Background: an optimization exercise with open tools, aiming at small area, a short achievable clock period and few clock cycles per item. Do not read the settings as production practice.
The RTL was checked by simulation tests, not by an equivalence proof against the original design.
No activity file was given, so power comes from the tool's default toggle rates.

<file path="design/flow/flow/run.sh">
#!/bin/bash
# The standard layout, with one change: the buffers that ORFS puts on
# every input and output port are buf_4 cells instead of the slow delay
# buffer buffer_ports picks by default. Everything else is standard.sh.
set -euo pipefail
export BUFFER_PORTS_ARGS="-buffer_cell sky130_fd_sc_hd__buf_4"
bash standard.sh > standard.log 2>&1
</file>
<file path="design/flow/standard.sh">
#!/bin/bash
# synth_recipe.tcl (not shown) runs the flow's synth.tcl, then flattens the netlist and writes it again
# the make line also repeats each setting of config.mk as NAME=value (left out here)
make -C /OpenROAD-flow-scripts/flow DESIGN_CONFIG=/design/flow/config.mk WORK_HOME=/design/flow/orfs CLKGATE_MAP_FILE= SYNTH_SCRIPT=/design/flow/synth_recipe.tcl "${@:-finish}"
</file>
<file path="design/flow/config.mk">
export PLATFORM = sky130hd
export DESIGN_NAME = rc_rx
export DESIGN_NICKNAME = rc_rx
export VERILOG_FILES = /design/flow/design.v
export SDC_FILE = /design/flow/constraint.sdc
export NUM_CORES = 4
export LEC_CHECK = 0
export CAP_MARGIN = 0
export CORE_MARGIN = 2
export CORE_UTILIZATION = 60
export CTS_CLUSTER_DIAMETER = 60
export CTS_CLUSTER_SIZE = 30
export SLEW_MARGIN = 0
</file>
<file path="design/flow/constraint.sdc">
create_clock -name core_clock -period 20.0 [get_ports {clk}]
set_input_delay 4.0000 -clock core_clock [delete_from_list [all_inputs] [get_ports {clk}]]
set_output_delay 4.0000 -clock core_clock [all_outputs]
set_load 0.01 [all_outputs]
</file>
<file path="design/flow/design.v">
module rc_proto_table (
    input  wire [2:0] proto,        
    output reg  [7:0] sync_count,   
    output reg  [7:0] zero_high,
    output reg  [7:0] zero_low,
    output reg  [7:0] one_high,
    output reg  [7:0] one_low,
    output reg        inverted
);
    always @(*) begin
        case (proto)
            3'd1:    begin sync_count = 8'd31; zero_high = 8'd1; zero_low = 8'd3;  one_high = 8'd3; one_low = 8'd1; inverted = 1'b0; end
            3'd2:    begin sync_count = 8'd10; zero_high = 8'd1; zero_low = 8'd2;  one_high = 8'd2; one_low = 8'd1; inverted = 1'b0; end
            3'd3:    begin sync_count = 8'd71; zero_high = 8'd4; zero_low = 8'd11; one_high = 8'd9; one_low = 8'd6; inverted = 1'b0; end
            3'd4:    begin sync_count = 8'd6;  zero_high = 8'd1; zero_low = 8'd3;  one_high = 8'd3; one_low = 8'd1; inverted = 1'b0; end
            3'd5:    begin sync_count = 8'd14; zero_high = 8'd1; zero_low = 8'd2;  one_high = 8'd2; one_low = 8'd1; inverted = 1'b0; end
            default: begin sync_count = 8'd23; zero_high = 8'd1; zero_low = 8'd2;  one_high = 8'd2; one_low = 8'd1; inverted = 1'b1; end
        endcase
    end
endmodule
module rc_div40 (
    input  wire [6:0] r,
    input  wire [2:0] nib,
    input  wire [8:0] s1,        
    input  wire [8:0] s2,        
    input  wire [8:0] s3,        
    output wire [2:0] q,
    output wire [6:0] r_out
);
    function [8:0] step4;        
        input [8:0] t;
        input [8:0] s1, s2, s3;
        reg   [9:0] a, b, c;
        begin
            a = {1'b0, t} - {1'b0, s1};
            b = {1'b0, t} - {1'b0, s2};
            c = {1'b0, t} - {1'b0, s3};
            if (!c[9])      step4 = {2'd3, c[6:0]};
            else if (!b[9]) step4 = {2'd2, b[6:0]};
            else if (!a[9]) step4 = {2'd1, a[6:0]};
            else            step4 = {2'd0, t[6:0]};
        end
    endfunction
    wire [8:0] hi = step4({r, nib[2:1]}, s1, s2, s3);
    wire [7:0] t0 = {hi[6:0], nib[0]};
    wire [8:0] d0 = {1'b0, t0} - s1;
    assign q     = {hi[8:7], ~d0[8]};
    assign r_out = d0[8] ? t0[6:0] : d0[6:0];
endmodule
module rc_rx (
    input  wire        clk,
    input  wire        rst,
    input  wire        ev_valid,
    output wire        ev_ready,
    input  wire [15:0] ev_dt,
    input  wire        ev_edge,
    input  wire [7:0]  cfg_tol,      
    input  wire        cfg_in_en,    
    input  wire        clr_valid,    
    output reg         res_valid,
    output reg  [31:0] res_value,
    output reg  [7:0]  res_len,
    output reg  [31:0] res_unit,
    output reg  [2:0]  res_proto
);
    localparam [1:0] DV_IDLE = 2'd0, DV_RUN = 2'd1, DV_TAIL = 2'd2, DV_DONE = 2'd3;
    localparam [1:0] SC_WAIT = 2'd0, SC_BND = 2'd1, SC_SCAN = 2'd2, SC_FAIL = 2'd3;
    integer i;
    function ge13;
        input [12:0] a;
        input [12:0] b;
        integer j;
        reg gt, eq;
        begin
            gt = 1'b0;
            eq = 1'b1;
            for (j = 12; j >= 0; j = j - 1) begin
                gt = gt | (eq & a[j] & ~b[j]);
                eq = eq & (a[j] | ~b[j]) & (~a[j] | b[j]);
            end
            ge13 = gt | eq;
        end
    endfunction
    reg         rdy;                
    reg         rdy_n;              
    reg         a_v, a_e;           
    reg         a_f;                
    reg         a_s;                
    reg  [1:0]  a_ph;               
    reg  [15:0] a_dt;
    reg  [7:0]  a_tol;
    reg         a_big;              
    reg         last_e;             
    reg         ser_c, ser_b;       
    reg         f_le, f_ge, f_z, f_o, f_gt, f_nz;    
    assign ev_ready = rdy;
    wire accept = ev_valid & ~rdy_n;
    reg  [31:0] eacc;               
    reg  [31:0] g;                  
    reg  [12:0] tbo [0:32];         
    reg  [12:0] tbe [0:32];         
    reg  [6:0]  cnt;
    reg         rep;
    reg  [7:0]  t_cur;              
    reg  [9:0]  t_x3;               
    reg         rs;                 
    reg         rst_q;              
    wire in_big = ev_dt > 16'd4300;
    wire in_e   = ev_edge & cfg_in_en;
    wire slow   = ~in_e | ~last_e | (rep & (cnt >= 7'd7) & in_big);
    reg  [1:0]  dv_st;
    reg  [2:0]  dp;
    reg  [8:0]  ds1, ds2, ds3;      
    reg  [3:0]  dv_j;               
    reg  [2:0]  nib;
    reg  [6:0]  dv_r;
    reg  [29:0] dv_u;
    reg  [2:0]  dq;                 
    reg         dq_v;
    reg  [6:0]  tra;                
    reg  [6:0]  trb;
    reg  [20:0] tq;                 
    reg  [2:0]  tqb;
    reg  [1:0]  sc_st;
    reg  [2:0]  bk;
    reg  [3:0]  kk;
    reg  [22:0] kv;                 
    reg  [2:0]  sp;
    reg  [5:0]  ia, ib;             
    reg  [6:0]  need;               
    reg         fv;                 
    reg  [12:0] x_r, y_r;
    reg  [31:0] scode;
    reg  [29:0] u_cur;
    reg  [20:0] tol_cur;
    reg  [1:0]  tol_c;
    reg  [14:0] zh_lo, zl_lo, oh_lo, ol_lo;
    reg  [13:0] zh_hi, zl_hi, oh_hi, ol_hi;
    wire [31:0] d_eff   = a_f ? eacc : {16'd0, a_dt};
    wire        edge_v  = a_v & a_e;
    wire [17:0] sf      = {2'b00, a_dt} - {1'b0, g[16:0]};
    wire        m_fast  = ~|g[31:17] & ((sf <= 18'd200) | (sf >= 18'h3FF38));
    wire [8:0]  ssum    = {1'b0, eacc[7:0]} + {1'b0, a_dt[7:0]} + {8'd0, ser_c};
    wire [7:0]  sgb     = g[{a_ph, 3'b000} +: 8];
    wire [8:0]  sdif    = {1'b0, ssum[7:0]} - {1'b0, sgb} - {8'd0, ser_b};
    wire        f_gap   = f_nz | f_gt;
    wire        f_match = ser_b ? (f_o & f_ge) : (f_z & f_le);
    wire        sc_avail = ge13({6'd0, cnt}, {6'd0, need});
    wire        sc_done  = (sc_st == SC_FAIL) | ((sc_st == SC_SCAN) & ~fv & ~sc_avail);
    wire        t_ok     = (a_tol == t_cur) & ~rs;
    wire        s_ser    = a_v & a_s;
    wire        ser_last = s_ser & (a_ph == 2'd3);
    wire        act_ok   = ~a_s;
    wire        e_gap    = a_f ? f_gap : a_big;
    wire        e_match  = a_f ? f_match : m_fast;
    wire        dec_big  = edge_v & act_ok & e_gap & e_match & rep & (cnt > 7'd7);
    wire        stall    = (s_ser & ~(~a_e & ser_last)) | (dec_big & ~(t_ok & sc_done));
    wire        consume  = a_v & ~stall;
    wire        publish  = dec_big & ~stall & (sc_st == SC_SCAN);
    wire        act_edge = edge_v & ~stall;
    wire        new_frame = act_edge & (e_gap | (cnt >= 7'd67) | (cnt == 7'd0));
    wire        wr_slot  = edge_v & act_ok & ~e_gap & (cnt < 7'd67) & (cnt != 7'd0);
    wire        t_new    = edge_v & (a_tol != t_cur);
    wire       take     = (sc_st == SC_WAIT) & (dv_st == DV_DONE) & ~rs;
    wire       dv_first = (dv_st == DV_DONE);
    wire       dv_step  = (dv_st == DV_RUN) | (take & (dp != 3'd6));
    wire [7:0] p_sync, p_zh, p_zl, p_oh, p_ol;
    wire       p_inv;
    rc_proto_table u_tab_scan (
        .proto      (sp),
        .sync_count (p_sync),
        .zero_high  (p_zh),
        .zero_low   (p_zl),
        .one_high   (p_oh),
        .one_low    (p_ol),
        .inverted   (p_inv)
    );
    wire [32:0] g33 = {1'b0, g};
    reg [3:0] g_top;
    always @(*) begin
        g_top = 4'd0;
        for (i = 1; i < 11; i = i + 1)
            if (g33[3*i +: 3] != 3'd0) g_top = i[3:0];
    end
    function [2:0] gdig;
        input [32:0] v;
        input [3:0]  j;
        begin
            gdig = v[3*j +: 3];
        end
    endfunction
    wire [2:0] dq_new;
    wire [6:0] dr_new;
    rc_div40 u_step (
        .r     (dv_r),
        .nib   (nib),
        .s1    (ds1),
        .s2    (ds2),
        .s3    (ds3),
        .q     (dq_new),
        .r_out (dr_new)
    );
    function [9:0] tmul2;            
        input [1:0] q;
        input [7:0] t;
        input [9:0] t3;
        begin
            case (q)
                2'd0:    tmul2 = 10'd0;
                2'd1:    tmul2 = {2'b00, t};
                2'd2:    tmul2 = {1'b0, t, 1'b0};
                default: tmul2 = t3;
            endcase
        end
    endfunction
    function [26:0] smul;
        input [2:0] p;
        begin
            case (p)
                3'd1:    smul = {9'd93,  9'd62,  9'd31};
                3'd2:    smul = {9'd30,  9'd20,  9'd10};
                3'd3:    smul = {9'd213, 9'd142, 9'd71};
                3'd4:    smul = {9'd18,  9'd12,  9'd6};
                3'd5:    smul = {9'd42,  9'd28,  9'd14};
                default: smul = {9'd69,  9'd46,  9'd23};
            endcase
        end
    endfunction
    wire [26:0] sm_nxt  = smul(dp + 3'd1);
    wire [6:0]  s_nxt   = rs ? 7'd31 : sm_nxt[6:0];
    wire        w4      = (g_top == 4'd4);
    wire        sk2     = w4 & ({1'b0, g[14:9]} < s_nxt);
    wire        sk1     = w4 & ~sk2 & ({4'b0000, g[14:12]} < s_nxt);
    wire [6:0]  r_prep  = sk2 ? {1'b0, g[14:9]} : sk1 ? {4'b0000, g[14:12]} : 7'd0;
    wire [3:0]  j_prep  = sk2 ? 4'd2 : sk1 ? 4'd3 : g_top;
    wire [2:0]  n_prep  = sk2 ? g[8:6] : sk1 ? g[11:9] : gdig(g33, g_top);
    wire        prep    = rs | (dv_step & (dv_j == 4'd0));
    wire [9:0]  tm_lo = tmul2(dq[1:0], t_cur, t_x3);
    wire [9:0]  tm_hi = dq[2] ? {t_cur, 2'b00} : 10'd0;
    wire [11:0] tn = {2'b00, tra, 3'b000} + {2'b00, trb, 3'b000} +
                     {2'b00, tm_lo} + {2'b00, tm_hi};
    reg  [5:0]  tq2;
    reg  [6:0]  trr;
    always @(*) begin
        case (tn[11:7])
            5'd0: begin tq2 = 6'd0; trr = 7'd0; end
            5'd1: begin tq2 = 6'd1; trr = 7'd28; end
            5'd2: begin tq2 = 6'd2; trr = 7'd56; end
            5'd3: begin tq2 = 6'd3; trr = 7'd84; end
            5'd4: begin tq2 = 6'd5; trr = 7'd12; end
            5'd5: begin tq2 = 6'd6; trr = 7'd40; end
            5'd6: begin tq2 = 6'd7; trr = 7'd68; end
            5'd7: begin tq2 = 6'd8; trr = 7'd96; end
            5'd8: begin tq2 = 6'd10; trr = 7'd24; end
            5'd9: begin tq2 = 6'd11; trr = 7'd52; end
            5'd10: begin tq2 = 6'd12; trr = 7'd80; end
            5'd11: begin tq2 = 6'd14; trr = 7'd8; end
            5'd12: begin tq2 = 6'd15; trr = 7'd36; end
            5'd13: begin tq2 = 6'd16; trr = 7'd64; end
            5'd14: begin tq2 = 6'd17; trr = 7'd92; end
            5'd15: begin tq2 = 6'd19; trr = 7'd20; end
            5'd16: begin tq2 = 6'd20; trr = 7'd48; end
            5'd17: begin tq2 = 6'd21; trr = 7'd76; end
            5'd18: begin tq2 = 6'd23; trr = 7'd4; end
            5'd19: begin tq2 = 6'd24; trr = 7'd32; end
            5'd20: begin tq2 = 6'd25; trr = 7'd60; end
            5'd21: begin tq2 = 6'd26; trr = 7'd88; end
            5'd22: begin tq2 = 6'd28; trr = 7'd16; end
            5'd23: begin tq2 = 6'd29; trr = 7'd44; end
            5'd24: begin tq2 = 6'd30; trr = 7'd72; end
            5'd25: begin tq2 = 6'd32; trr = 7'd0; end
            5'd26: begin tq2 = 6'd33; trr = 7'd28; end
            5'd27: begin tq2 = 6'd34; trr = 7'd56; end
            5'd28: begin tq2 = 6'd35; trr = 7'd84; end
            default: begin tq2 = 6'd0; trr = 7'd0; end
        endcase
    end
    wire        big  = |u_cur[29:19];
    wire [18:0] us   = u_cur[18:0];
    wire [22:0] k8   = kk[3] ? {1'b0, us, 3'b000} : kk[2] ? {2'b00, us, 2'b00} : 23'd0;
    wire [22:0] k2   = kk[1] ? {3'b000, us, 1'b0} : 23'd0;
    wire [22:0] k1   = kk[0] ? {4'b0000, us} : 23'd0;
    wire [22:0] kv_n = k8 + k2 + k1;
    wire [24:0] b_lo = {2'b00, kv} - {4'b0000, tol_cur} - {23'd0, tol_c};
    wire [24:0] b_hi = {2'b00, kv} + {4'b0000, tol_cur} + {23'd0, tol_c};
    reg  [3:0]  kb;
    always @(*) begin
        case (bk)
            3'd1:    kb = p_zh[3:0];
            3'd2:    kb = (sp == 3'd3) ? p_oh[3:0] : p_zl[3:0];
            3'd3:    kb = p_zl[3:0];
            default: kb = p_ol[3:0];
        endcase
    end
    wire        big_lo0 = ((kb == 4'd1) & (t_cur >= 8'd100)) | ((kb == 4'd2) & (t_cur >= 8'd200));
    wire [14:0] n_lo = big ? {big_lo0, ~big_lo0, 13'd0} :
                       {b_lo[24], ~b_lo[24] & (|b_lo[23:13]), b_lo[12:0]};
    wire [13:0] n_hi = {big | (|b_hi[24:13]), b_hi[12:0]};
    wire        bnd_last = (sp == 3'd3) ? (bk == 3'd4) : (bk == 3'd2);
    wire [3:0]  kk_n = (bk == 3'd1) ? ((sp == 3'd3) ? p_zl[3:0] : p_oh[3:0]) : p_ol[3:0];
    wire        inv  = (sp == 3'd6);
    wire [12:0] rd_o = tbo[ia];
    wire [12:0] rd_e = tbe[ib];
    function in_rng;
        input [12:0] x;
        input [14:0] lo;
        input [13:0] hi;
        begin
            in_rng = (lo[14] | (~lo[13] & ge13(x, lo[12:0]))) & (hi[13] | ge13(hi[12:0], x));
        end
    endfunction
    wire x_zero  = in_rng(x_r, zh_lo, zh_hi);
    wire x_one   = in_rng(x_r, oh_lo, oh_hi);
    wire is_zero = x_zero & in_rng(y_r, zl_lo, zl_hi);
    wire is_one  = x_one & in_rng(y_r, ol_lo, ol_hi);
    wire x_fail  = (sp == 3'd3) & (bk >= 3'd3) & fv & ~(x_zero | x_one);
    wire sc_byp   = wr_slot & (cnt == need - 7'd1);
    wire sc_load  = ~rs & (((sc_st == SC_BND) & ~fv) | (sc_st == SC_SCAN));
    wire sc_fetch = sc_load & (sc_avail | sc_byp);
    wire sc_check = ~rs & (sc_st == SC_SCAN) & fv;
    wire sc_take  = ~rs & take;
    wire sc_bnd   = ~rs & (sc_st == SC_BND);
    always @(posedge clk) begin
        rst_q <= rst;
        if (rst) begin
            rdy       <= 1'b0;
            rdy_n     <= 1'b1;
            a_v       <= 1'b0;
        end else begin
            if (accept)
                a_v <= 1'b1;
            else if (consume)
                a_v <= 1'b0;
            rdy   <= ~(accept & slow) & ~(a_v & stall);
            rdy_n <= (accept & slow) | (a_v & stall);
        end
        if (rst_q) begin
            last_e    <= 1'b1;
            eacc      <= 32'd0;
            g         <= 32'd0;
            cnt       <= 7'd0;
            rep       <= 1'b0;
            t_cur     <= 8'd0;
            t_x3      <= 10'd0;
            rs        <= 1'b1;
            dv_st     <= DV_IDLE;
            dp        <= 3'd1;
            sc_st     <= SC_WAIT;
            sp        <= 3'd1;
            fv        <= 1'b0;
        end else begin
            if (accept)
                last_e <= in_e;
            if (s_ser)
                eacc <= {ssum[7:0], eacc[31:8]};
            if (act_edge)
                eacc <= 32'd0;
            if (wr_slot)
                cnt <= cnt + 7'd1;
            rs <= 1'b0;
            if (t_new) begin
                t_cur <= a_tol;
                t_x3  <= {2'b00, a_tol} + {1'b0, a_tol, 1'b0};
                rs    <= 1'b1;
            end
            if (new_frame) begin
                g   <= d_eff;
                cnt <= 7'd1;
                rs  <= 1'b1;
                rep <= e_gap & e_match & ~rep;
            end
            if (rs) begin
                dv_st <= DV_RUN;
                dp    <= 3'd1;
            end else begin
                case (dv_st)
                    DV_RUN:  if (dv_j == 4'd0) dv_st <= DV_TAIL;
                    DV_TAIL: dv_st <= DV_DONE;
                    DV_DONE: begin
                        if (take) begin
                            if (dp == 3'd6) begin
                                dv_st <= DV_IDLE;
                            end else begin
                                dp    <= dp + 3'd1;
                                dv_st <= (dv_j == 4'd0) ? DV_TAIL : DV_RUN;
                            end
                        end
                    end
                    default: ;
                endcase
            end
            if (rs) begin
                sc_st <= SC_WAIT;
                sp    <= 3'd1;
                fv    <= 1'b0;
            end else begin
                if (sc_take)
                    fv <= 1'b0;
                else if (sc_fetch)
                    fv <= 1'b1;
                else if (sc_check)
                    fv <= 1'b0;
                case (sc_st)
                    SC_WAIT: if (take) sc_st <= SC_BND;
                    SC_BND: begin
                        if (x_fail) begin
                            sp    <= sp + 3'd1;
                            sc_st <= SC_WAIT;
                        end else if (bnd_last) begin
                            sc_st <= SC_SCAN;
                        end
                    end
                    SC_SCAN: begin
                        if (fv & ~(is_zero | is_one)) begin
                            if (sp == 3'd6) begin
                                sc_st <= SC_FAIL;
                            end else begin
                                sp    <= sp + 3'd1;
                                sc_st <= SC_WAIT;
                            end
                        end
                    end
                    default: ;
                endcase
            end
        end
    end
    wire res_ld  = rst_q | clr_valid | publish;
    wire res_set = publish & ~rst_q;
    always @(posedge clk) begin
        if (res_ld) begin
            res_valid <= res_set;
            res_value <= {32{res_set}} & scode;
            res_len   <= {8{res_set}} & {2'b00, cnt[6:1] - ((cnt[0]) ? 6'd0 : 6'd1)};
            res_unit  <= {32{res_set}} & {2'b00, u_cur};
            res_proto <= {3{res_set}} & sp;
        end
    end
    always @(posedge clk) begin
        if (~rdy_n) begin
            a_e   <= in_e;
            a_f   <= ~last_e;
            a_s   <= ~in_e | ~last_e;
            a_ph  <= 2'd0;
            a_dt  <= ev_dt;
            a_tol <= cfg_tol;
            a_big <= in_big;
            ser_c <= 1'b0;
            ser_b <= 1'b0;
        end else if (s_ser) begin
            a_ph  <= a_ph + 2'd1;
            a_dt  <= {8'd0, a_dt[15:8]};
            ser_c <= ssum[8];
            ser_b <= sdif[8];
            if (a_ph == 2'd3)
                a_s <= 1'b0;
            case (a_ph)
                2'd0: begin
                    f_le <= sdif[7:0] <= 8'd200;
                    f_ge <= sdif[7:0] >= 8'd56;
                    f_gt <= ssum[7:0] > 8'hCC;
                    f_z  <= 1'b1;
                    f_o  <= 1'b1;
                    f_nz <= 1'b0;
                end
                2'd1: begin
                    f_gt <= (ssum[7:0] > 8'h10) | ((ssum[7:0] == 8'h10) & f_gt);
                    f_z  <= sdif[7:0] == 8'h00;
                    f_o  <= sdif[7:0] == 8'hFF;
                end
                default: begin
                    f_nz <= f_nz | (ssum[7:0] != 8'h00);
                    f_z  <= f_z & (sdif[7:0] == 8'h00);
                    f_o  <= f_o & (sdif[7:0] == 8'hFF);
                end
            endcase
        end
        if (wr_slot) begin
            if (cnt[0])
                tbo[cnt[6:1]] <= d_eff[12:0];
            else
                tbe[cnt[6:1] - 6'd1] <= d_eff[12:0];
        end
        if (prep)
            dv_r <= r_prep;
        else if (dv_step)
            dv_r <= dr_new;
        dq    <= dq_new;
        if (rs) begin
            {ds3, ds2, ds1} <= smul(3'd1);
            dv_j  <= j_prep;
            nib   <= n_prep;
            dv_u  <= 30'd0;
            dq_v  <= 1'b0;
            tra   <= 7'd0;
            trb   <= 7'd0;
            tq    <= 21'd0;
            tqb   <= 3'd0;
        end else begin
            if (dq_v) begin
                tra <= trr;
                trb <= tn[6:0];
                tq  <= {tq[17:0] + {12'd0, tqb, 3'b000}, tq2[2:0]};
                tqb <= tq2[5:3];
            end
            if (dv_step) begin
                dv_u  <= {dv_first ? 27'd0 : dv_u[26:0], dq_new};
                dv_j  <= dv_j - 4'd1;
                nib   <= gdig(g33, dv_j - 4'd1);
                dq_v  <= 1'b1;
                if (dv_j == 4'd0) begin
                    {ds3, ds2, ds1} <= sm_nxt;
                            dv_j  <= j_prep;
                    nib   <= n_prep;
                end
            end else begin
                dq_v  <= 1'b0;
            end
            if (dv_first & dv_step) begin
                tra   <= 7'd0;
                trb   <= 7'd0;
                tq    <= 21'd0;
                tqb   <= 3'd0;
            end
        end
        if (sc_take) begin
            u_cur   <= dv_u;
            tol_cur <= tq + {15'd0, tqb, 3'b000};
            tol_c   <= (({1'b0, tra} + {1'b0, trb}) >= 8'd200) ? 2'd2 :
                       (({1'b0, tra} + {1'b0, trb}) >= 8'd100) ? 2'd1 : 2'd0;
            scode   <= 32'd0;
            ia      <= p_inv ? 6'd1 : 6'd0;
            ib      <= 6'd0;
            need    <= p_inv ? 7'd4 : 7'd3;
            kv      <= (sp == 3'd3) ? {2'b00, dv_u[18:0], 2'b00} : {4'b0000, dv_u[18:0]};
            bk      <= 3'd1;
            kk      <= (sp == 3'd3) ? p_oh[3:0] : p_zl[3:0];
        end
        if (sc_bnd) begin
            kv <= kv_n;
            kk <= kk_n;
            bk <= bk + 3'd1;
            case (bk)
                3'd1: begin
                    zh_lo <= n_lo;  zh_hi <= n_hi;
                    if (sp != 3'd3) begin ol_lo <= n_lo; ol_hi <= n_hi; end
                end
                3'd2: begin
                    oh_lo <= n_lo;  oh_hi <= n_hi;
                    if (sp != 3'd3) begin zl_lo <= n_lo; zl_hi <= n_hi; end
                end
                3'd3: begin zl_lo <= n_lo; zl_hi <= n_hi; end
                3'd4: begin ol_lo <= n_lo; ol_hi <= n_hi; end
                default: ;
            endcase
        end
        if (sc_load) begin
            x_r  <= inv ? rd_e : rd_o;
            y_r  <= sc_byp ? d_eff[12:0] : inv ? rd_o : rd_e;
        end
        if (sc_fetch) begin
            ia   <= ia + 6'd1;
            ib   <= ib + 6'd1;
            need <= need + 7'd2;
        end
        if (sc_check)
            scode <= {scode[30:0], ~is_zero};
    end
endmodule
</file>
==> results of run 1 <==
## worst max-delay path by stage
stage                                     from                    to  slack, ns  cells after the start
final                     res_len[4]$_DFFE_PP_            res_len[4]      14.48                      1
after global routing             dq[0]$_DFF_P_   tra[3]$_SDFFE_PP0P_      14.28                     15
after CTS                 res_len[4]$_DFFE_PP_            res_len[4]      14.46                      1
after detailed placement              ev_dt[1]      rdy_n$_SDFF_PP1_      13.99                      8
after global placement                ev_dt[1]      rdy_n$_SDFF_PP1_      13.97                      8
after floorplan             g[10]$_SDFFE_PP0P_  res_len[0]$_DFFE_PP_      11.59                     12
## metal layers
layer | vias to the layer above | share of wire, % | GRT usage, %
li1 | 18900 | - | -
met1 | 20600 | 44 | 39.4
met2 | 1145 | 48 | 43.6
met3 | 201 | 5.4 | 3.36
met4 | 0 | 2.6 | 7.84
met5 | - | 0 | 0
## layout by cell type, fill, tap and decap left out, types with 56 or more instances in the layout
cell type  synthesis  layout
nand3_1           61      61
nor2_1           350     326
a21oi_1          223     221
nor2b_1           67      66
o21ai_0          144     144
nand2_1          233     232
mux4_2           277     277
nor3_1           110     109
a21o_1            56      56
clkbuf_16          0     118
xnor2_1          118     118
ha_1             232     232
inv_1            309     296
edfxtp_1        1254    1254
and2_1           120     120
buf_4              6     200
dfxtp_1          200     190
mux2i_1          152     152
nand2b_1          71      71
## area by class of cell
| class | instances | area, um2 | share of cell area [%] |
|---|---|---|---|
| clock buffers | 125 | 2990 | 3.94 |
| inverters | 312 | 1170 | 1.54 |
| clock inverters | 99 | 1490 | 1.96 |
| flip-flops and latches | 1454 | 41700 | 54.9 |
| repair buffers | 200 | 1500 | 1.98 |
| multi-input cells | 2934 | 25200 | 33.2 |
| well taps | 1512 | 1890 | 2.49 |
## flip-flops by register name, summed over array words and instances, names as in the netlist, 20 cells and up, named ones only
name       cells
dv_u          30
eacc          32
g             32
kv            23
res_unit      30
res_value     32
scode         32
tbe          429
tbo          429
tol_cur       21
tq            20
u_cur         30
## metrics by stage
stage | cells | utilization (%) | cell area (um2) | hold WS, ns
floorplan | 4925 | - | 68800 | 0.409
global placement | 6411 | 62.6 | 71400 | 0.417
detailed placement | 6411 | 62.6 | 71400 | 0.418
CTS | 6635 | 66.6 | 75900 | 0.445
global route | 6636 | 66.6 | 75900 | 0.460
finish | 6636 | 66.6 | 75900 | 0.450
## power by group through the flow
stage | clock network (mW) | logic (mW) | registers [mW]
global placement | 0 | 0.747 | 3.48
finish | 2.59 | 0.768 | 3.42
detailed placement | 0 | 0.761 | 3.49
global route | 2.74 | 0.851 | 3.42
floorplan | 0 | 0.584 | 3.45
CTS | 2.63 | 0.766 | 3.42
## kinds of logic after synthesis
logic type      count (synthesis)  synth area share, %
flops                        1454                 60.5
simple gates                 1157                 8.38
compound gates                844                 8.24
buf+inv                       537                 3.05
mux                           453                 11.7
fa+ha+maj                     309                 5.99
xor+xnor                      167                 2.13
other cells                     1              0.00545
## cell usage after synthesis (22+ instances only)
master and instances:
ha_1 232, xnor2_1 118, a22o_1 35, or3_1 27, maj3_1 32, fa_1 45, a22oi_1 32, a21o_1 56
dfxtp_1 200, o21ai_0 144, mux2i_1 152, and2_1 120, buf_1 43, nor3_1 110, nand2b_1 71, edfxtp_1 1254
nand3_1 61, clkbuf_1 164, nor2b_1 67, mux4_2 277, o31ai_1 30, inv_1 309, nand2_1 233, nor2_1 350
xor2_1 49, a211o_1 36, mux2_2 23, a211oi_1 32, a31oi_1 33, o22ai_1 22, a21oi_1 223, o21a_1 28
## worst reg2reg max path, stage by stage (launching register included)
cell and delay, ns:
dfxtp_1 0.56, nor2b_1 0.43, a22oi_1 0.19, fa_1 0.50, inv_1 0.05, fa_1 0.53
fa_1 0.47, a21o_1 0.17, a21oi_1 0.23, o21bai_1 0.09, a21oi_1 0.26, xor2_1 0.90
a21oi_1 0.16, mux4_2 0.48, nand3_1 0.09, o31ai_1 0.08
==> impl_metrics.ini, run 1 <==
[worst_setup_path]
r2r-end = tra[3]$_SDFFE_PP0P_
rr_worst_depth = 15
cp_slowest_cell = edfxtp_1
cp_data_required_time_ns = 16.00
worst_setup_path_start_kind = register
reg2reg_setup_slack_ns = 14.68
cp_max_fo = 1
path_delay_family = flip-flops
path_buf_inv = 1
endpoint_kind = primary output
r2r-start = dq[0]$_DFF_P_
cp_slowest_stage_delay_ns = 0.55
arrival_ns = 1.52
critPathKind = register to primary output
path_cells = buf_4

[layout]
fin_nets = 5326
syn_to_final_growth_pct = 10.3
num_antenna_cells = 0
drive_gt1_share_pct = 16.2
fillers = 8242

[synth]
async_flop_share_pct = 0
synth_edf_count = 1254
ys.flop_type = edfxtp_1
synth_seq_cells = 1454
syn_area_per_cell_um2 = 14.0
synthTopCellsByArea = edfxtp_1 (55%), mux4_2 (9.1%), dfxtp_1 (5.8%)
synth.top_cell.area_share_pct = 54.7
syn-instance-count = 4922
yosysTopAreaCell = edfxtp_1
synth-seq-area-share_pct = 60.5
synth_area_um2 = 68800
yosysWarnings = 3
synth_cell_types = 105

[place]
dp_hpwl_um = 106000
portBuffers = 102
gp_congestion = 0.930
place_ws_ns = 13.99

[cts]
cts.htree.levels = 3
clkLatencyLatePin_ns = 0.77
cts_buffers = 117
postCtsHoldBufs = 0
cts_resized = 0
clk_path_buf_depth = 3
cts_tree = built
cts_setup_buffers = 0
clock_sinks = 1454
cts.clk_slew.worst_paths_ns = 0.09
root_buffer = clkbuf_16

[sta]
finalSetupViolCount = 0
drv_slew = 0
timing.fmax_mhz = 181
worst_slack_ns = 14.48
tightest_slew_ns = 1.29
rsz0062_at_grt = false
fin_crit_sh_pct = 27.6
hold_violations = 0
relSlewSlack_pct = 14.1
finClkSkew_ns = 0.0436
fin_setup_tns_ns = 0
layout_min_cycle_time_ns = 5.52

[job]
max-cap-violations = 0

[floorplan]
ios = 107
rows = 124
core-area_um2 = 114000
fp.dieH_um = 343
die-area_um2 = 117000
die_w_um = 343
start_util_pct = 60.4

[power_and_ir_drop]
power.density_nw_per_um2 = 89.2
combPwrFrac_pct = 11.4
clkPwrFrac_pct = 38.2
internal-power_mw = 4.94
leakage_nw = 27.6
p_switching_mw = 1.83
ir_worst_vdd_v = 0.0000928
sw_frac_of_total_pct = 27.1
power_mw = 6.77
seqPwrFrac_pct = 50.5

[route]
wl_per_cell_um = 23.9
vias_per_cell = 6.14
routed_wl_um = 159000
ant_nets = 0
dr.pass1.iters = 7
vias = 40800
route.detailed.drc = 0
drtIter0Drc = 3905

[global_route]
grt_pass1_wl_um = 243000
grt_max_degree = 87
grt_overflow = 0
grt_pass1_vias = 40100
track_usage_pct = 27.2
antenna_found_initial = 1

[worst_hold_path]
hp-start = dv_u[28]$_SDFFE_PP0N_
min_to = u_cur[28]$_DFFE_PP_
min_path_cells = 0
hold_path_class = register to register

[status]
status = timing/DRC/antenna clean
Testbench counts, summed over its fixed seeds: cycles 22,687, events 22,061.
==> run 2, diff against run 1 <==
--- a/design/flow/config.mk
+++ b/design/flow/config.mk
@@ -6,8 +6,8 @@
 export NUM_CORES = 4
 export LEC_CHECK = 0
-export CAP_MARGIN = 0
+export CAP_MARGIN = 20
 export CORE_MARGIN = 2
 export CORE_UTILIZATION = 60
 export CTS_CLUSTER_DIAMETER = 60
 export CTS_CLUSTER_SIZE = 30
-export SLEW_MARGIN = 0
+export SLEW_MARGIN = 20
==> run 2 against run 1 <==
  * Synthesized cell count stayed put
  * Non-clock buffer count is 2 higher
  * Clock-buffer cell count is 4 lower
  * Global-route usage hardly changed
  * Setup slack worse by 0.0020 ns
  * Largest cell class unchanged
  * Routed wire length is 0.47% lower
  * Die area stayed put
  * Total power is 0.70% lower
  * Clock power is 2% lower
  * Register-to-register slack better by 0.19 ns
==> impl_metrics.ini, run 2 <==
[power_and_ir_drop]
power.density_nw_per_um2 = 88.6
power_mw = 6.72
leakage_nw = 27.6
ir_worst_vdd_v = 0.0000967

[layout]
final_cell_mix = edfxtp_1 (1254), nor2_1 (318), inv_1 (296), mux4_2 (277)
drive_gt1_share_pct = 16.4
final_common_cell = edfxtp_1
syn_to_final_growth_pct = 10.3
num_antenna_cells = 0
fillers = 8147
fin_nets = 5327

[floorplan]
start_util_pct = 60.4
rows = 124
die-area_um2 = 117000
ios = 107
core-area_um2 = 114000
fp.dieH_um = 343
die_w_um = 343

[sta]
fin_setup_tns_ns = 0
finClkSkew_ns = 0.0367
relSlewSlack_pct = 26.8
timing.fmax_mhz = 181
fin_crit_sh_pct = 27.6
rsz0062_at_grt = false
drv_slew = 0
hold_violations = 0
tightest_slew_ns = 1.09
layout_min_cycle_time_ns = 5.53
finalSetupViolCount = 0

[route]
ant_nets = 0
dr.pass1.iters = 6
wl_per_cell_um = 23.8
vias = 40800
route.detailed.drc = 0
vias_per_cell = 6.15
drtIter0Drc = 3554
routed_wl_um = 158000

[worst_setup_path]
reg2reg_setup_slack_ns = 14.87
worst_setup_path_start_kind = register
critPathKind = register to primary output
path_cells = buf_4
arrival_ns = 1.53
cp_max_fo = 1
rr_worst_depth = 19
critPathLaunch = res_len[2]$_DFFE_PP_
cp_num_cells = 1
cp_slowest_cell = edfxtp_1
r2r-start = nib[2]$_DFFE_PP_
path_buf_inv = 1
path_delay_family = flip-flops
cp_slowest_stage_delay_ns = 0.55
cp_data_required_time_ns = 16.00
endpoint_kind = primary output

[synth]
synth.top_cell.area_share_pct = 54.7
async_flop_share_pct = 0
syn_area_per_cell_um2 = 14.0
synth_cell_types = 105
syn-instance-count = 4922
ys.flop_type = edfxtp_1
yosysTopAreaCell = edfxtp_1
synth.most_common_cell = edfxtp_1
synth-seq-area-share_pct = 60.5
yosysWarnings = 3
synth_seq_cells = 1454
synth_commonest_cells = edfxtp_1 (1254), nor2_1 (350), inv_1 (309)
synth_edf_count = 1254
synth_area_um2 = 68800
synthTopCellsByArea = edfxtp_1 (55%), mux4_2 (9.1%), dfxtp_1 (5.8%)

[place]
portBuffers = 102
dp_hpwl_um = 106000
gp_congestion = 0.930

[global_route]
track_usage_pct = 27.1
grt_pass1_wl_um = 243000
grt_pass1_vias = 40000
grt_max_degree = 87
grt_overflow = 0
antenna_found_initial = 3

[cts]
clkLatencyLatePin_ns = 0.75
postCtsHoldBufs = 0
cts_resized = 0
cts_buffers = 116
cts_setup_buffers = 0
clock_sinks = 1454
clk_path_buf_depth = 3
cts.htree.levels = 3
cts.clk_slew.worst_paths_ns = 0.09
root_buffer = clkbuf_16
cts_tree = built

[worst_hold_path]
hold_path_class = register to register
hp-start = dv_u[29]$_SDFFE_PP0N_
min_path_cells = 0

[job]
max-cap-violations = 0

[status]
status = timing/DRC/antenna clean
## run 2: cell count changes in the layout (fill, tap and decap cells not counted), moves of 3 or more
cell,delta
inv_2,-4
nor2_2,+8
inv_6,+3
nor2_1,-8
clkinv_4,+4
clkinv_2,+3
inv_12,-4
## run 2: final timing paths
kind,end
worst max-delay path,res_len[2]
worst min-delay path,u_cur[29]$_DFFE_PP_
worst max register to register,dv_r[5]$_DFFE_PP_
worst min register to register,u_cur[29]$_DFFE_PP_
## run 2: per-layer routing
layer / vias up / routed length, um / global-route usage, %
li1: 18900 / - / -
met1: 20600 / 68800 / 39.2
met2: 1166 / 75800 / 43.7
met3: 226 / 8690 / 3.17
met4: 0 / 4720 / 8.26
met5: - / 0 / 0
## run 2: kinds of logic after synthesis
family,after synthesis,share of synthesized area [%]
buffers and inverters,537,3.05
and+or+nand+nor,1157,8.38
adders and majority gates,309,5.99
xor gates and xnor gates,167,2.13
muxes,453,11.7
other,1,0.00545
AOI/OAI and AO/OA,844,8.24
DFF,1454,60.5
## run 2: cell type report
class                           instances  area, um2  area share, %
Clock buffer                          121       2940           3.88
Clock inverter                        101       1430           1.89
Inverter                              312       1180           1.55
Multi-Input combinational cell       2934      25200           33.3
Sequential cell                      1454      41700           54.9
Tap cell                             1512       1890           2.49
Timing Repair Buffer                  202       1540           2.03
## run 2: report_power, final
| group | total [mW] | internal [mW] | switching, mW |
|---|---|---|---|
| sequential | 3.42 | 3.36 | 0.0589 |
| clock | 2.54 | 1.25 | 1.29 |
| combinational | 0.770 | 0.304 | 0.466 |
## run 2: per-stage QoR
step	worst slack [ns]	instance area (um2)	hold slack [ns]	util [%]	std cells
after floorplan	11.59	68800	0.409	-	4925
after global placement	13.97	71400	0.417	62.6	6411
after detailed placement	13.99	71500	0.423	62.7	6414
after CTS	14.46	75900	0.444	66.6	6636
after global routing	14.43	75900	0.459	66.6	6636
final	14.47	75900	0.445	66.6	6636
==> run 3, diff against run 2 <==
--- a/design/flow/config.mk
+++ b/design/flow/config.mk
@@ -9,5 +9,5 @@
 export CORE_MARGIN = 2
 export CORE_UTILIZATION = 60
-export CTS_CLUSTER_DIAMETER = 60
-export CTS_CLUSTER_SIZE = 30
+export CTS_CLUSTER_DIAMETER = 55
+export CTS_CLUSTER_SIZE = 35
 export SLEW_MARGIN = 20
==> run 3 against run 2 <==
  * Highest routed layer unchanged
  * Critical path type unchanged
  * Total power grew 1.9%
  * Synthesized cell count is the same
  * Via count grew 0.16%
  * First-iteration DRC count grew 1.8%
  * Hold slack is essentially flat
  * Sequential cell count is the same
  * Fmax grew 0.16%
  * Combinational power is essentially flat
==> impl_metrics.ini, run 3 <==
[floorplan]
die-area_um2 = 117000
core-area_um2 = 114000
fp.dieH_um = 343
ios = 107
die_w_um = 343
rows = 124
start_util_pct = 60.4

[sta]
timing.fmax_mhz = 181
layout_min_cycle_time_ns = 5.52
tightest_slew_ns = 1.09
fin_setup_tns_ns = 0
rsz0062_at_grt = false
worst_slack_ns = 14.48
finClkSkew_ns = 0.0358
fin_crit_sh_pct = 27.6
hold_violations = 0
relSlewSlack_pct = 26.9
drv_slew = 0
timing.hold.ws_ns = 0.444
finalSetupViolCount = 0

[power_and_ir_drop]
ir_worst_vdd_v = 0.000110
power.density_nw_per_um2 = 90.0
leakage_nw = 27.7

[place]
dp_hpwl_um = 106000
place_ws_ns = 13.99
portBuffers = 102
gp_congestion = 0.930
dpl.cell_count = 6414

[synth]
synth_area_um2 = 68800
yosysTopAreaCell = edfxtp_1
synth_cell_types = 105
synth_commonest_cells = edfxtp_1 (1254), nor2_1 (350), inv_1 (309)
synth_edf_count = 1254
async_flop_share_pct = 0
ys.flop_type = edfxtp_1
yosysWarnings = 3
synth_seq_cells = 1454
synthTopCellsByArea = edfxtp_1 (55%), mux4_2 (9.1%), dfxtp_1 (5.8%)
syn-instance-count = 4922
synth.most_common_cell = edfxtp_1
synth.top_cell.area_share_pct = 54.7
synth-seq-area-share_pct = 60.5
syn_area_per_cell_um2 = 14.0

[cts]
cts_setup_buffers = 0
cts_buffers = 131
clock_sinks = 1454
clk_path_buf_depth = 3
cts.clk_slew.worst_paths_ns = 0.09
cts.htree.levels = 4
root_buffer = clkbuf_16
cts_resized = 0
postCtsHoldBufs = 0
cts_tree = built
clkLatencyLatePin_ns = 0.76

[worst_setup_path]
endpoint_kind = primary output
r2r-end = tra[3]$_SDFFE_PP0P_
rr_worst_depth = 15
cp_max_fo = 1
path_cells = buf_4
reg2reg_setup_slack_ns = 14.87
path_buf_inv = 1
critPathKind = register to primary output
r2r-start = dq[0]$_DFF_P_
worst_setup_path_start_kind = register
cp_slowest_stage_delay_ns = 0.55
cp_slowest_cell = edfxtp_1
critPathLaunch = res_len[2]$_DFFE_PP_
arrival_ns = 1.52
path_delay_family = flip-flops
cp_num_cells = 1
cp_data_required_time_ns = 16.00

[route]
routed_wl_um = 159000
wl_per_cell_um = 23.9
ant_nets = 0
vias = 40900
dr.pass1.iters = 6
drtIter0Drc = 3619
vias_per_cell = 6.15
route.detailed.drc = 0

[layout]
num_antenna_cells = 0
fin_nets = 5342
syn_to_final_growth_pct = 10.6
final_cell_mix = edfxtp_1 (1254), nor2_1 (318), inv_1 (296), mux4_2 (277)
fin_cells = 6653
fillers = 8133
drive_gt1_share_pct = 16.5
final_common_cell = edfxtp_1

[global_route]
antenna_found_initial = 2
grt_pass1_wl_um = 243000
grt_max_degree = 87
grt_pass1_vias = 40200
grt_overflow = 0
track_usage_pct = 27.3

[job]
max-cap-violations = 0

[worst_hold_path]
min_path_cells = 0
hold_path_class = register to register
hp-start = dv_u[29]$_SDFFE_PP0N_
min_to = u_cur[29]$_DFFE_PP_

[status]
status = timing/DRC/antenna clean
==> run 3: how the worst max path moves through the flow <==
| stage | to |
|---|---|
| 5_1_grt | dv_r[5]$_DFFE_PP_ |
| 3_3_place_gp | rdy_n$_SDFF_PP1_ |
| 2_1_floorplan | res_len[0]$_DFFE_PP_ |
| 4_1_cts | res_len[2] |
| 6_report | res_len[2] |
| 3_5_place_dp | rdy_n$_SDFF_PP1_ |
==> run 3: layout make-up <==
type | instances | area [um2] | area share, %
sequential | 1454 | 41700 | 54.7
multi-input combinational | 2934 | 25200 | 33.2
clock buffer | 147 | 3480 | 4.57
tap | 1512 | 1890 | 2.48
timing repair buffer | 202 | 1540 | 2.02
inverter | 312 | 1180 | 1.55
clock inverter | 92 | 1120 | 1.48
==> run 3: logic make-up (layout without fill, tap and decap cells) <==
| family | after synthesis | after routing | share of synthesized area (%) |
|---|---|---|---|
| xor+xnor | 167 | 167 | 2.13 |
| flops | 1454 | 1454 | 60.5 |
| compound gates | 844 | 844 | 8.24 |
| fa+ha+maj | 309 | 309 | 5.99 |
| mux | 453 | 453 | 11.7 |
| simple gates | 1157 | 1157 | 8.38 |
| other cells | 1 | 4 | 0.00545 |
| buf+inv | 537 | 753 | 3.05 |
==> run 3: per-layer routing <==
| metal | global-route usage [%] | vias up | part of all wire [%] |
|---|---|---|---|
| met4 | 8.74 | 0 | 3.1 |
| li1 | - | 18900 | - |
| met1 | 39.2 | 20600 | 44 |
| met2 | 43.6 | 1108 | 48 |
| met3 | 3.89 | 252 | 5.1 |
| met5 | 0 | - | 0 |
==> run 3: report_power, final <==
| part | total [mW] | switching, mW | internal, mW |
|---|---|---|---|
| registers | 3.42 | 0.0593 | 3.36 |
| clock network | 2.66 | 1.23 | 1.43 |
| logic | 0.771 | 0.467 | 0.304 |
| total | 6.85 | 1.75 | 5.10 |
==> run 3: stage by stage <==
stage | utilization, % | total power, mW | area [um2]
3_3_place_gp | 62.6 | 4.23 | 71400
4_1_cts | 66.7 | 6.90 | 76100
2_1_floorplan | - | 4.04 | 68800
6_report | 66.8 | 6.85 | 76100
5_1_grt | 66.8 | 7.09 | 76100
3_5_place_dp | 62.7 | 4.25 | 71500
==> run 4, diff against run 3 <==
--- a/design/flow/config.mk
+++ b/design/flow/config.mk
@@ -9,5 +9,5 @@
 export CORE_MARGIN = 2
 export CORE_UTILIZATION = 60
-export CTS_CLUSTER_DIAMETER = 55
-export CTS_CLUSTER_SIZE = 35
+export CTS_CLUSTER_DIAMETER = 70
+export CTS_CLUSTER_SIZE = 40
 export SLEW_MARGIN = 20
==> run 4 against run 3 <==
  * Setup slack better by 0.022 ns
  * Sequential power about the same
  * Sequential cell count unchanged
  * Total power down 4.8%
  * Cell area down 0.99%
  * Still clean
  * Synthesized area unchanged
  * Routed wire length down 0.34%
  * Non-clock buffer count unchanged
==> impl_metrics.ini, run 4 <==
[sta]
hold_violations = 0
layout_min_cycle_time_ns = 5.50
fin_setup_tns_ns = 0
timing.fmax_mhz = 182
rsz0062_at_grt = false
fin_crit_sh_pct = 27.5
finalSetupViolCount = 0
tightest_slew_ns = 1.08
relSlewSlack_pct = 27.7
drv_slew = 0
finClkSkew_ns = 0.0477

[synth]
ys.flop_type = edfxtp_1
synth_cell_types = 105
synth_compound_area_share_pct = 8.24
synth.most_common_cell = edfxtp_1
synth_top_family_by_area = multiplexers
synth-seq-area-share_pct = 60.5
synth_seq_cells = 1454
syn_area_per_cell_um2 = 14.0
synthTopCellsByArea = edfxtp_1 (55%), mux4_2 (9.1%), dfxtp_1 (5.8%)
synthAdderAreaFrac_pct = 5.99
yosysWarnings = 3
synth_area_um2 = 68800
synth_xor_area_share_pct = 2.13
synth_edf_count = 1254
synth.top_cell.area_share_pct = 54.7
synth-simple-area-share_pct = 8.38
async_flop_share_pct = 0
yosysTopAreaCell = edfxtp_1
syn-instance-count = 4922
synth_commonest_cells = edfxtp_1 (1254), nor2_1 (350), inv_1 (309)
yosys-mux-area-fraction_pct = 11.7

[cts]
cts_setup_buffers = 0
clock_sinks = 1454
cts.clk_slew.worst_paths_ns = 0.11
clk_path_buf_depth = 3
cts_buffers = 94
cts_resized = 0
root_buffer = clkbuf_16
clkLatencyLatePin_ns = 0.75
cts.htree.levels = 3
postCtsHoldBufs = 0
cts_tree = built

[floorplan]
start_util_pct = 60.4
ios = 107
die-area_um2 = 117000
die_w_um = 343
fp.dieH_um = 343
core-area_um2 = 114000
rows = 124

[job]
max-cap-violations = 0

[layout]
fin_nets = 5305
final_cell_mix = edfxtp_1 (1254), nor2_1 (317), inv_1 (296), mux4_2 (277)
drive_gt1_share_pct = 15.8
finish.instance_area_um2 = 75400
fillers = 8227
final_common_cell = edfxtp_1
num_antenna_cells = 0
syn_to_final_growth_pct = 9.54

[global_route]
grt_max_degree = 87
antenna_found_initial = 3
grt_pass1_wl_um = 243000
met1_usage_pct = 39.3
grt_pass1_vias = 39900
track_usage_pct = 27.2
grt_use_met3_pct = 3.19
met2_usage_pct = 43.7
grt_overflow = 0
busiest_layer = met2

[worst_setup_path]
path_buf_inv = 1
endpoint_kind = primary output
cp_max_fo = 1
worst_setup_path_start_kind = register
path_delay_family = flip-flops
cp_data_required_time_ns = 16.00
cp_slowest_stage_delay_ns = 0.55
arrival_ns = 1.50
critPathKind = register to primary output
cp_slowest_cell = edfxtp_1
path_cells = buf_4

[route]
routed_wl_um = 158000
vias_per_cell = 6.17
ant_nets = 0
vias = 40700
wl_per_cell_um = 24.0
drtIter0Drc = 3635
route.detailed.drc = 0
dr.pass1.iters = 6

[place]
dp_hpwl_um = 106000
gp_congestion = 0.930
portBuffers = 102
placed_area_um2 = 71500

[power_and_ir_drop]
power_mw = 6.52
seqPwrFrac_pct = 52.4
internal-power_mw = 4.73
sw_frac_of_total_pct = 27.5
power.density_nw_per_um2 = 86.5
clkPwrFrac_pct = 35.8
p_switching_mw = 1.79
combPwrFrac_pct = 11.8
ir_worst_vdd_v = 0.000111
leakage_nw = 27.3

[worst_hold_path]
hold_path_class = register to register

[status]
status = timing/DRC/antenna clean
[run 4: cell types whose count changed in the layout (fill, tap and decap cells not counted), sizes merged]
cell and change:
clkinv -7, clkbuf -49, clkinvlp -6, inv +6, bufinv -5
[run 4: path summary, 6_finish.rpt]
| kind | from | endpoint | slack, ns | cells after the start |
|---|---|---|---|---|
| worst max-delay path | res_len[2]$_DFFE_PP_ | res_len[2] | 14.50 | 1 |
| worst min-delay path | dv_u[29]$_SDFFE_PP0N_ | u_cur[29]$_DFFE_PP_ | 0.46 | 0 |
| worst max register to register | dq[0]$_DFF_P_ | tra[3]$_SDFFE_PP0P_ | 14.87 | 15 |
| worst min register to register | dv_u[29]$_SDFFE_PP0N_ | u_cur[29]$_DFFE_PP_ | 0.46 | 0 |
[run 4: per-stage QoR]
| step | worst slack [ns] | std cells | hold slack, ns | utilization, % |
|---|---|---|---|---|
| after global routing | 14.42 | 6592 | 0.474 | 66.1 |
| after detailed placement | 13.99 | 6414 | 0.423 | 62.7 |
| after CTS | 14.47 | 6592 | 0.455 | 66.1 |
| after floorplan | 11.59 | 4925 | 0.409 | - |
| after global placement | 13.97 | 6411 | 0.417 | 62.6 |
| final | 14.50 | 6592 | 0.455 | 66.1 |
[run 4: power by group through the flow]
stage          Combinational, mW  Sequential, mW  Clock [mW]
2_1_floorplan              0.584            3.45           0
3_3_place_gp               0.747            3.48           0
3_5_place_dp               0.764            3.49           0
4_1_cts                    0.768            3.42        2.38
5_1_grt                    0.853            3.42        2.48
6_report                   0.770            3.42        2.33
[run 4: layout make-up]
| class | instances | area (um2) | share of cell area [%] |
|---|---|---|---|
| multi-input combinational | 2934 | 25200 | 33.5 |
| clock buffer | 98 | 2420 | 3.21 |
| sequential | 1454 | 41700 | 55.3 |
| tap | 1512 | 1890 | 2.51 |
| timing repair buffer | 202 | 1540 | 2.04 |
| inverter | 312 | 1180 | 1.56 |
| clock inverter | 80 | 1420 | 1.89 |
[run 4: kinds of logic (layout without fill, tap and decap cells)]
group / count (synthesis) / count (layout)
flops: 1454 / 1454
simple gates: 1157 / 1157
compound gates: 844 / 844
buf+inv: 537 / 692
mux: 453 / 453
fa+ha+maj: 309 / 309
xor+xnor: 167 / 167
other cells: 1 / 4
[run 4: per-layer routing]
metal | part of all wire, % | wire length [um]
met2 | 48 | 76000
met5 | 0 | 0
met3 | 5.1 | 8030
met4 | 3.1 | 4910
met1 | 44 | 69200

## afterwards: timing with drivers on the ports
No port has a modelled driver above. Below, the same layouts with a new extraction and two added sets of constraints. Step 1 sets driving cells, clkbuf_16 on the clock port and buf_2 on the other inputs (assumed; they add their load-dependent delay and slew). Step 2 also shifts input and output timing later by t, the mid clock arrival at the registers, as if the neighbouring blocks saw the same clock. a / b / c = ideal / step 1 / step 2; a / b = the first two.
run	t, ns	setup WS [ns]	worst slew at a driven data input, ns
run 1	0.814	14.476 / 14.402 / 13.948	0.06
run 2	0.804	14.474 / 14.400 / 13.942	0.07
run 3	0.817	14.482 / 14.405 / 13.960	0.07
run 4	0.795	14.504 / 14.426 / 13.941	0.07
After both steps every run listed still meets setup and hold. For run 4, which loses most, drivers alone change the setup slack by -0.078 ns; drivers and shift together by -0.563 ns.
